Context: an optimization exercise on an open-source flow, tuned for small area and few clock cycles. The choices shown serve that exercise and are no tape-out recipe.
Function was checked by simulation only, so behaviour that the tests miss may differ from the original.
Power is estimated from default activity; no workload was simulated.

## run 1
==> flow/design.v <==
module crc16_byte (
    input  wire [15:0] crc_in,
    input  wire [7:0]  data,
    output reg  [15:0] crc_out
);
    integer i;
    always @(*) begin
        crc_out = crc_in ^ {data, 8'h00};
        for (i = 0; i < 8; i = i + 1) begin
            if (crc_out[15])
                crc_out = {crc_out[14:0], 1'b0} ^ 16'h1021;
            else
                crc_out = {crc_out[14:0], 1'b0};
        end
    end
endmodule
module crc_unit (
    input  wire        clk,
    input  wire        rst,
    input  wire        crc_init,
    input  wire        crc_valid,
    input  wire [7:0]  crc_data,
    output reg  [15:0] crc_acc
);
    wire [15:0] crc_next;
    crc16_byte u_crc (.crc_in(crc_acc), .data(crc_data), .crc_out(crc_next));
    always @(posedge clk) begin
        if (rst || crc_init)
            crc_acc <= 16'hFFFF;
        else if (crc_valid)
            crc_acc <= crc_next;
    end
endmodule
module frame_decoder (
    input  wire        clk,
    input  wire        rst,
    input  wire        rx_valid,
    input  wire [7:0]  rx_data,
    output wire        rx_ready,
    output wire        pbuf_we,
    output wire [8:0]  pbuf_addr,
    output wire [7:0]  pbuf_wdata,
    output wire        frame_valid,
    output wire [7:0]  frame_msg,
    output wire [9:0]  frame_len,
    input  wire        frame_ack
);
    localparam [2:0] S_SOF0    = 3'd0,
                     S_SOF1    = 3'd1,
                     S_MSG     = 3'd2,
                     S_LENHI   = 3'd3,
                     S_LENLO   = 3'd5,
                     S_PAYLOAD = 3'd6,
                     S_CRCLO   = 3'd7;
    reg  [2:0]  state;
    reg  [15:0] dec_crc;
    reg  [7:0]  dec_msg;
    reg  [9:0]  dec_len;      
    reg  [9:0]  dec_idx;
    wire        held    = (state == S_SOF0) && (dec_crc == 16'd0);
    wire        rx_fire = rx_valid && rx_ready;
    wire [15:0] crc_next;
    wire        hi_big  = |rx_data[7:2];
    wire        len_over = (dec_len[9:8] == 2'b11) ||
                           (dec_len[9:8] == 2'b10 && rx_data != 8'd0);
    crc16_byte u_crc (.crc_in(dec_crc), .data(rx_data), .crc_out(crc_next));
    assign frame_valid = held;
    assign rx_ready    = !held || frame_ack;
    assign frame_msg   = dec_msg;
    assign frame_len   = dec_len;
    assign pbuf_we    = rx_valid && (state == S_PAYLOAD) && !dec_idx[9];
    assign pbuf_addr  = dec_idx[8:0];
    assign pbuf_wdata = rx_data;
    always @(posedge clk) begin
        if (rst) begin
            state   <= S_SOF0;
            dec_crc <= 16'hFFFF;
        end else begin
            if (state == S_SOF0 && rx_ready)
                dec_crc <= 16'hFFFF;
            if (state == S_PAYLOAD)
                dec_idx <= dec_idx + {9'd0, rx_valid};
            else
                dec_idx <= 10'd0;
            if (rx_fire) begin
                case (state)
                    S_SOF0: begin
                        if (rx_data == 8'hAA)
                            state <= S_SOF1;
                    end
                    S_SOF1: begin
                        if (rx_data == 8'h55)
                            state <= S_MSG;
                        else
                            state <= S_SOF0;
                    end
                    S_MSG: begin
                        dec_msg <= rx_data;
                        dec_crc <= crc_next;
                        state   <= S_LENHI;
                    end
                    S_LENHI: begin
                        dec_len <= {rx_data[1] | hi_big, rx_data[0] | hi_big, 8'h00};
                        dec_crc <= crc_next;
                        state   <= S_LENLO;
                    end
                    S_LENLO: begin
                        dec_len[7:0] <= rx_data;
                        if (len_over) begin
                            dec_crc <= 16'hFFFF;
                            state   <= S_SOF0;
                        end else begin
                            dec_crc <= crc_next;
                            state   <= S_PAYLOAD;
                        end
                    end
                    S_PAYLOAD: begin
                        dec_crc <= crc_next;
                        if (dec_idx == dec_len)
                            state <= S_CRCLO;
                    end
                    default: begin       
                        dec_crc <= crc_next;
                        state   <= S_SOF0;
                    end
                endcase
            end
        end
    end
endmodule
module frame_encoder (
    input  wire        clk,
    input  wire        rst,
    input  wire        enc_start,
    input  wire [7:0]  enc_msg,
    input  wire [15:0] enc_len,
    output wire        enc_ready,
    output reg         enc_err,
    input  wire        pl_valid,
    input  wire [7:0]  pl_data,
    output wire        pl_ready,
    output reg         tx_valid,
    output reg  [7:0]  tx_data,
    input  wire        tx_ready
);
    localparam [3:0] E_IDLE    = 4'd0,
                     E_SOF0    = 4'd1,
                     E_SOF1    = 4'd2,
                     E_MSG     = 4'd3,
                     E_LENHI   = 4'd4,
                     E_LENLO   = 4'd5,
                     E_PAYLOAD = 4'd6,
                     E_CRCHI   = 4'd7,
                     E_CRCLO   = 4'd8;
    reg  [3:0]  state;
    reg  [9:0]  len;
    reg  [15:0] enc_crc;
    wire        tx_fire  = tx_valid && tx_ready;
    wire        take     = enc_start && enc_ready;
    wire        len_ok   = (enc_len[15:10] == 6'd0) &&
                           !(enc_len[9] && enc_len[8:0] != 9'd0);
    wire        len_zero = (len == 10'd0);
    wire [7:0]  crc_data = (state == E_MSG) ? 8'hFF : tx_data;
    wire [15:0] crc_next;
    crc16_byte u_crc (.crc_in(enc_crc), .data(crc_data), .crc_out(crc_next));
    assign enc_ready = (state == E_IDLE) || (state == E_CRCLO && tx_ready);
    assign pl_ready  = (state == E_PAYLOAD) && tx_ready;
    always @(*) begin
        tx_valid = 1'b1;
        case (state)
            E_IDLE:    begin tx_valid = 1'b0; tx_data = enc_crc[15:8];  end
            E_SOF0:    tx_data = 8'hAA;
            E_SOF1:    tx_data = 8'h55;
            E_MSG:     tx_data = enc_crc[15:8];
            E_LENHI:   tx_data = {6'd0, len[9:8]};
            E_LENLO:   tx_data = len[7:0];
            E_PAYLOAD: begin tx_valid = pl_valid; tx_data = pl_data;    end
            E_CRCHI:   tx_data = enc_crc[15:8];
            E_CRCLO:   tx_data = enc_crc[15:8];
            default:   begin tx_valid = 1'b0; tx_data = enc_crc[15:8];  end
        endcase
    end
    always @(posedge clk) begin
        if (rst) begin
            state   <= E_IDLE;
            enc_err <= 1'b0;
        end else begin
            if (tx_fire && state != E_IDLE && state != E_SOF0 && state != E_SOF1)
                enc_crc <= crc_next;
            case (state)
                E_SOF0:  if (tx_fire) state <= E_SOF1;
                E_SOF1:  if (tx_fire) state <= E_MSG;
                E_MSG:   if (tx_fire) state <= E_LENHI;
                E_LENHI: if (tx_fire) state <= E_LENLO;
                E_LENLO: begin
                    if (tx_fire) begin
                        len   <= len - 10'd1;
                        state <= len_zero ? E_CRCHI : E_PAYLOAD;
                    end
                end
                E_PAYLOAD: begin
                    if (tx_fire) begin
                        len <= len - 10'd1;
                        if (len_zero)
                            state <= E_CRCHI;
                    end
                end
                E_CRCHI: if (tx_fire) state <= E_CRCLO;
                E_CRCLO: if (tx_fire) state <= E_IDLE;
                default: state <= E_IDLE;
            endcase
            if (take) begin
                enc_err <= !len_ok;
                if (len_ok) begin
                    len     <= enc_len[9:0];
                    enc_crc <= {enc_msg, 8'hFF};
                    state   <= E_SOF0;
                end
            end
        end
    end
endmodule
module frame_codec (
    input  wire        clk,
    input  wire        rst,
    input  wire        crc_init,
    input  wire        crc_valid,
    input  wire [7:0]  crc_data,
    output wire [15:0] crc_acc,
    input  wire        rx_valid,
    input  wire [7:0]  rx_data,
    output wire        rx_ready,
    output wire        pbuf_we,
    output wire [8:0]  pbuf_addr,
    output wire [7:0]  pbuf_wdata,
    output wire        frame_valid,
    output wire [7:0]  frame_msg,
    output wire [9:0]  frame_len,
    input  wire        frame_ack,
    input  wire        enc_start,
    input  wire [7:0]  enc_msg,
    input  wire [15:0] enc_len,
    output wire        enc_ready,
    output wire        enc_err,
    input  wire        pl_valid,
    input  wire [7:0]  pl_data,
    output wire        pl_ready,
    output wire        tx_valid,
    output wire [7:0]  tx_data,
    input  wire        tx_ready
);
    crc_unit u_crc (
        .clk(clk), .rst(rst),
        .crc_init(crc_init), .crc_valid(crc_valid), .crc_data(crc_data),
        .crc_acc(crc_acc)
    );
    frame_decoder u_dec (
        .clk(clk), .rst(rst),
        .rx_valid(rx_valid), .rx_data(rx_data), .rx_ready(rx_ready),
        .pbuf_we(pbuf_we), .pbuf_addr(pbuf_addr), .pbuf_wdata(pbuf_wdata),
        .frame_valid(frame_valid), .frame_msg(frame_msg), .frame_len(frame_len),
        .frame_ack(frame_ack)
    );
    frame_encoder u_enc (
        .clk(clk), .rst(rst),
        .enc_start(enc_start), .enc_msg(enc_msg), .enc_len(enc_len),
        .enc_ready(enc_ready), .enc_err(enc_err),
        .pl_valid(pl_valid), .pl_data(pl_data), .pl_ready(pl_ready),
        .tx_valid(tx_valid), .tx_data(tx_data), .tx_ready(tx_ready)
    );
endmodule
Settings: LEC_CHECK=0, CAP_MARGIN=20, CORE_MARGIN=2, CORE_UTILIZATION=40, SLEW_MARGIN=20; clock period 4.0 ns.
standard.sh (not shown) runs the stock make flow with config.mk's settings and CLKGATE_MAP_FILE= SYNTH_SCRIPT=/design/flow/synth_recipe.tcl, a recipe that flattens the netlist after the stock synthesis.
==> flow/flow/run.sh <==
#!/bin/bash
# Own layout flow: the standard ORFS flow (standard.sh, unchanged synthesis)
# with three changes to how the layout is made:
#  - the port buffers are the smallest buffer cell (buf_1) instead of the
#    default pick;
#  - the buffers synthesis put on pass-through wires become buf_1 too;
#  - no dummy loads in the clock tree; power recovery (downsizing of gates
#    off the critical paths) after global routing.
# make's full output goes to flow_make.log; ORFS keeps each step's log in
# orfs/logs/.
set -euo pipefail
here=$(cd "$(dirname "$0")" && pwd)
export BUFFER_PORTS_ARGS="-buffer_cell sky130_fd_sc_hd__buf_1"
export PRE_GLOBAL_PLACE_TCL="$here/pre_place.tcl"
export CTS_ARGS="-sink_clustering_enable -repair_clock_nets -dont_use_dummy_load -buf_list sky130_fd_sc_hd__clkbuf_8"
export RECOVER_POWER=${RECOVER_POWER:-0}
bash standard.sh finish > flow_make.log 2>&1
==> flow/flow/pre_place.tcl <==
# Before port buffering: the buffers synthesis put on pass-through wires
# (input port straight to output port) become the smallest buffer cell.
foreach inst [get_cells *] {
  set m [get_property $inst ref_name]
  if {![regexp {^sky130_fd_sc_hd__buf_([2-9]|1[0-9])$} $m]} { continue }
  set out [get_pins -of_objects $inst -filter "direction == output"]
  set net [get_nets -of_objects $out]
  set ports [get_ports -quiet -of_objects $net]
  set drives_port 0
  foreach p $ports { if {[get_property $p direction] eq "output"} { set drives_port 1 } }
  if {$drives_port} {
    puts "pre_place: [get_property $inst full_name] $m -> sky130_fd_sc_hd__buf_1"
    replace_cell $inst sky130_fd_sc_hd__buf_1
  }
}
Run 1 completed; timing, DRC and antenna clean
Testbench counts of run 1, summed over its fixed seeds: cycles 34,439.
Modified inputs, run 2 compared to run 1
==> flow/flow/run.sh <==
#!/bin/bash
# Own layout flow: the standard ORFS flow (standard.sh) with these changes
# to how the layout is made:
#  - synthesis is the standard flow's own script, but ABC maps the logic for area
#    (flow/synth.tcl, flow/abc_area.script);
#  - the port buffers are the smallest buffer cell (buf_1) instead of the
#    default pick;
#  - the buffers synthesis put on pass-through wires become buf_1 too;
#  - the clock tree is built from clkbuf_8 without dummy loads.
# make's full output goes to flow_make.log; ORFS keeps each step's log in
# orfs/logs/.
set -euo pipefail
here=$(cd "$(dirname "$0")" && pwd)
work=$(pwd)
export OWN_ABC_SCRIPT="$here/abc_area.script"
export FLOW_SYNTH_TCL="$work/synth_recipe.tcl"
export BUFFER_PORTS_ARGS="-buffer_cell sky130_fd_sc_hd__buf_1"
export PRE_GLOBAL_PLACE_TCL="$here/pre_place.tcl"
export CTS_ARGS="-sink_clustering_enable -repair_clock_nets -dont_use_dummy_load -buf_list sky130_fd_sc_hd__clkbuf_8"
# standard.sh with the synthesis script pointed at flow/synth.tcl
sed "s#SYNTH_SCRIPT=[^ ]*#SYNTH_SCRIPT=$here/synth.tcl#" standard.sh > own_standard.sh
grep -q "SYNTH_SCRIPT=$here/synth.tcl" own_standard.sh
bash own_standard.sh finish > flow_make.log 2>&1
==> flow/flow/abc_area.script (new file) <==
strash
dch
map -a
strash
dch
map -a
strash
dch
map -a
strash
dch
map -a
strash
dch
map -a
strash
dch
map -a
strash
dch
map -a
strash
dch
map -a
topo
dnsize
==> flow/flow/synth.tcl (new file) <==
# The standard flow's synthesis (synth_recipe.tcl, sourced unchanged) with one change: ABC
# maps the logic with an area-oriented script (abc_area.script beside this
# file) instead of ORFS's delay-oriented one.  Flip-flops are mapped before
# ABC runs, so the registers are the standard synthesis's.
proc abc {args} {
  set i [lsearch -exact $args -script]
  if {$i >= 0} { lset args [expr {$i + 1}] $::env(OWN_ABC_SCRIPT) }
  puts "own flow: abc $args"
  yosys abc {*}$args
}
source $::env(FLOW_SYNTH_TCL)
Findings:
- Lower count of inserted tapcells was reported by run 2, not run 1.
- Global-route wire length before repair was lower in run 2 than in run 1.
- Compared with run 1, the detailed router inserted more vias in run 2.
- Against run 1 as the reference, run 2 delivers a higher buffers plus inverters on the worst setup path.
- NOTE: full die area in run 2 falls short of that of run 1
- [run 2] cell count of the worst reg-to-reg path rose 7 relative to run 1
- After detailed routing, run 1 needs more wire than run 2.
- In the flow results for run 2 and run 1, the clock period minus final worst setup slack is larger on run 1.
- Simple-gate share of the synthesized area ends up lower on run 2.
- When run 2 is set beside run 1, its highest clock frequency the design can meet turns out to be 12% larger.
- On fraction of the cycle the final worst path needs: between run 2 and run 1, it ends up higher for run 1.
Modified inputs, run 3 compared to run 2
==> flow/flow/run.sh <==
#!/bin/bash
# Own layout flow: the standard ORFS flow (standard.sh, unchanged synthesis)
# with three changes to how the layout is made:
#  - the port buffers are the smallest buffer cell (buf_1) instead of the
#    default pick;
#  - the buffers synthesis put on pass-through wires become buf_1 too;
#  - no dummy loads in the clock tree; power recovery (downsizing of gates
#    off the critical paths) after global routing.
# make's full output goes to flow_make.log; ORFS keeps each step's log in
# orfs/logs/.
set -euo pipefail
here=$(cd "$(dirname "$0")" && pwd)
export BUFFER_PORTS_ARGS="-buffer_cell sky130_fd_sc_hd__buf_1"
export PRE_GLOBAL_PLACE_TCL="$here/pre_place.tcl"
export CTS_ARGS="-sink_clustering_enable -repair_clock_nets -dont_use_dummy_load -buf_list sky130_fd_sc_hd__clkbuf_8"
export RECOVER_POWER=100
bash standard.sh finish > flow_make.log 2>&1
==> flow/flow/pre_place.tcl <==
# Before port buffering: the buffers synthesis put on pass-through wires
# (input port straight to output port) become the smallest buffer cell.
foreach inst [get_cells *] {
  set m [get_property $inst ref_name]
  if {[regexp {^sky130_fd_sc_hd__buf_([2-9]|1[0-9])$} $m]} {
    puts "pre_place: [get_property $inst full_name] $m -> sky130_fd_sc_hd__buf_1"
    replace_cell $inst sky130_fd_sc_hd__buf_1
  }
}
removed: flow/flow/abc_area.script
removed: flow/flow/synth.tcl
==> summary.txt <==
- [flow] run 3 | stages: complete | final checks: fail | reason: max-capacitance violations, max-slew violations
- Against run 2 as the reference, run 3 delivers a higher post-route cell area.
- Diff run 2 -> run 3 | critical path required time | decrease of 1.03 ns
- The higher cell count of run 2 and run 3 is in run 2.
- Run 3 ended up with u_enc.state[2] as its launching instance or port of the critical path; run 2 ended up with u_enc.state[0].
- The total power of run 3 is lower than that of run 2.
- Taking run 2 as the reference, in run 3 effective utilization at floorplan saw a decrease; number of instances in the placed design has decreased; number of iterations in the first detailed-routing pass now sits higher; fmax decreased about 12%; final RePlAce weighted congestion went up by 1.6%.
- The final setup slack of the worst path of run 3 was inferior to that of run 2.
- On synthesis-to-finish area growth: between run 2 and run 3, it ends up lower for run 3.
> inputs changed (run 3 -> run 4)
--- a/flow/flow/run.sh
+++ b/flow/flow/run.sh
@@ -6,4 +6,3 @@
 #  - the buffers synthesis put on pass-through wires become buf_1 too;
-#  - no dummy loads in the clock tree; power recovery (downsizing of gates
-#    off the critical paths) after global routing.
+#  - the clock tree is built from clkbuf_8 without dummy loads.
 # make's full output goes to flow_make.log; ORFS keeps each step's log in
@@ -15,3 +14,2 @@
 export CTS_ARGS="-sink_clustering_enable -repair_clock_nets -dont_use_dummy_load -buf_list sky130_fd_sc_hd__clkbuf_8"
-export RECOVER_POWER=100
 bash standard.sh finish > flow_make.log 2>&1
--- a/flow/flow/pre_place.tcl
+++ b/flow/flow/pre_place.tcl
@@ -4,3 +4,9 @@
   set m [get_property $inst ref_name]
-  if {[regexp {^sky130_fd_sc_hd__buf_([2-9]|1[0-9])$} $m]} {
+  if {![regexp {^sky130_fd_sc_hd__buf_([2-9]|1[0-9])$} $m]} { continue }
+  set out [get_pins -of_objects $inst -filter "direction == output"]
+  set net [get_nets -of_objects $out]
+  set ports [get_ports -quiet -of_objects $net]
+  set drives_port 0
+  foreach p $ports { if {[get_property $p direction] eq "output"} { set drives_port 1 } }
+  if {$drives_port} {
     puts "pre_place: [get_property $inst full_name] $m -> sky130_fd_sc_hd__buf_1"
## What came out
Between run 3 and run 4, the power dissipated in the clock network does not differ in any meaningful way. Run 4 did not stop at any stage, and its layout met the timing, design-rule and antenna checks. In terms of design area, run 3 and run 4 differ only marginally. Re worst setup slack: run 3 and run 4 aren't equal, and the lower value belongs to run 3.

==> port drivers added, routing unchanged <==
Ports are ideal in the flow. The routed layouts listed here were re-timed in OpenROAD. Step 1, drivers: a clkbuf_16 drives clk and a buf_2 each remaining input, both assumed. Step 2, shift: input delay + t, output delay - t, t = (earliest + latest rising clock arrival at the registers) / 2. This alone moves slack from input paths to output paths. Slacks: ideal ports / drivers / drivers and shift; pairs: ideal ports / drivers.
run | shift t [ns] | setup slack, ns | worst register clock-pin slew, ns | worst slew at a driven data input, ns
run 1 | 0.384 | 0.642 / 0.608 / 0.870 | 0.09 / 0.09 | 0.05
run 2 | 0.390 | 1.001 / 1.001 / 0.781 | 0.09 / 0.09 | 0.05
run 3 | 0.384 | 0.602 / 0.568 / 0.388 | 0.09 / 0.09 | 0.05
run 4 | 0.384 | 0.642 / 0.608 / 0.870 | 0.09 / 0.09 | 0.05
For run 2, which loses most, drivers alone change the setup slack by 0.000 ns; drivers and shift together by -0.220 ns.
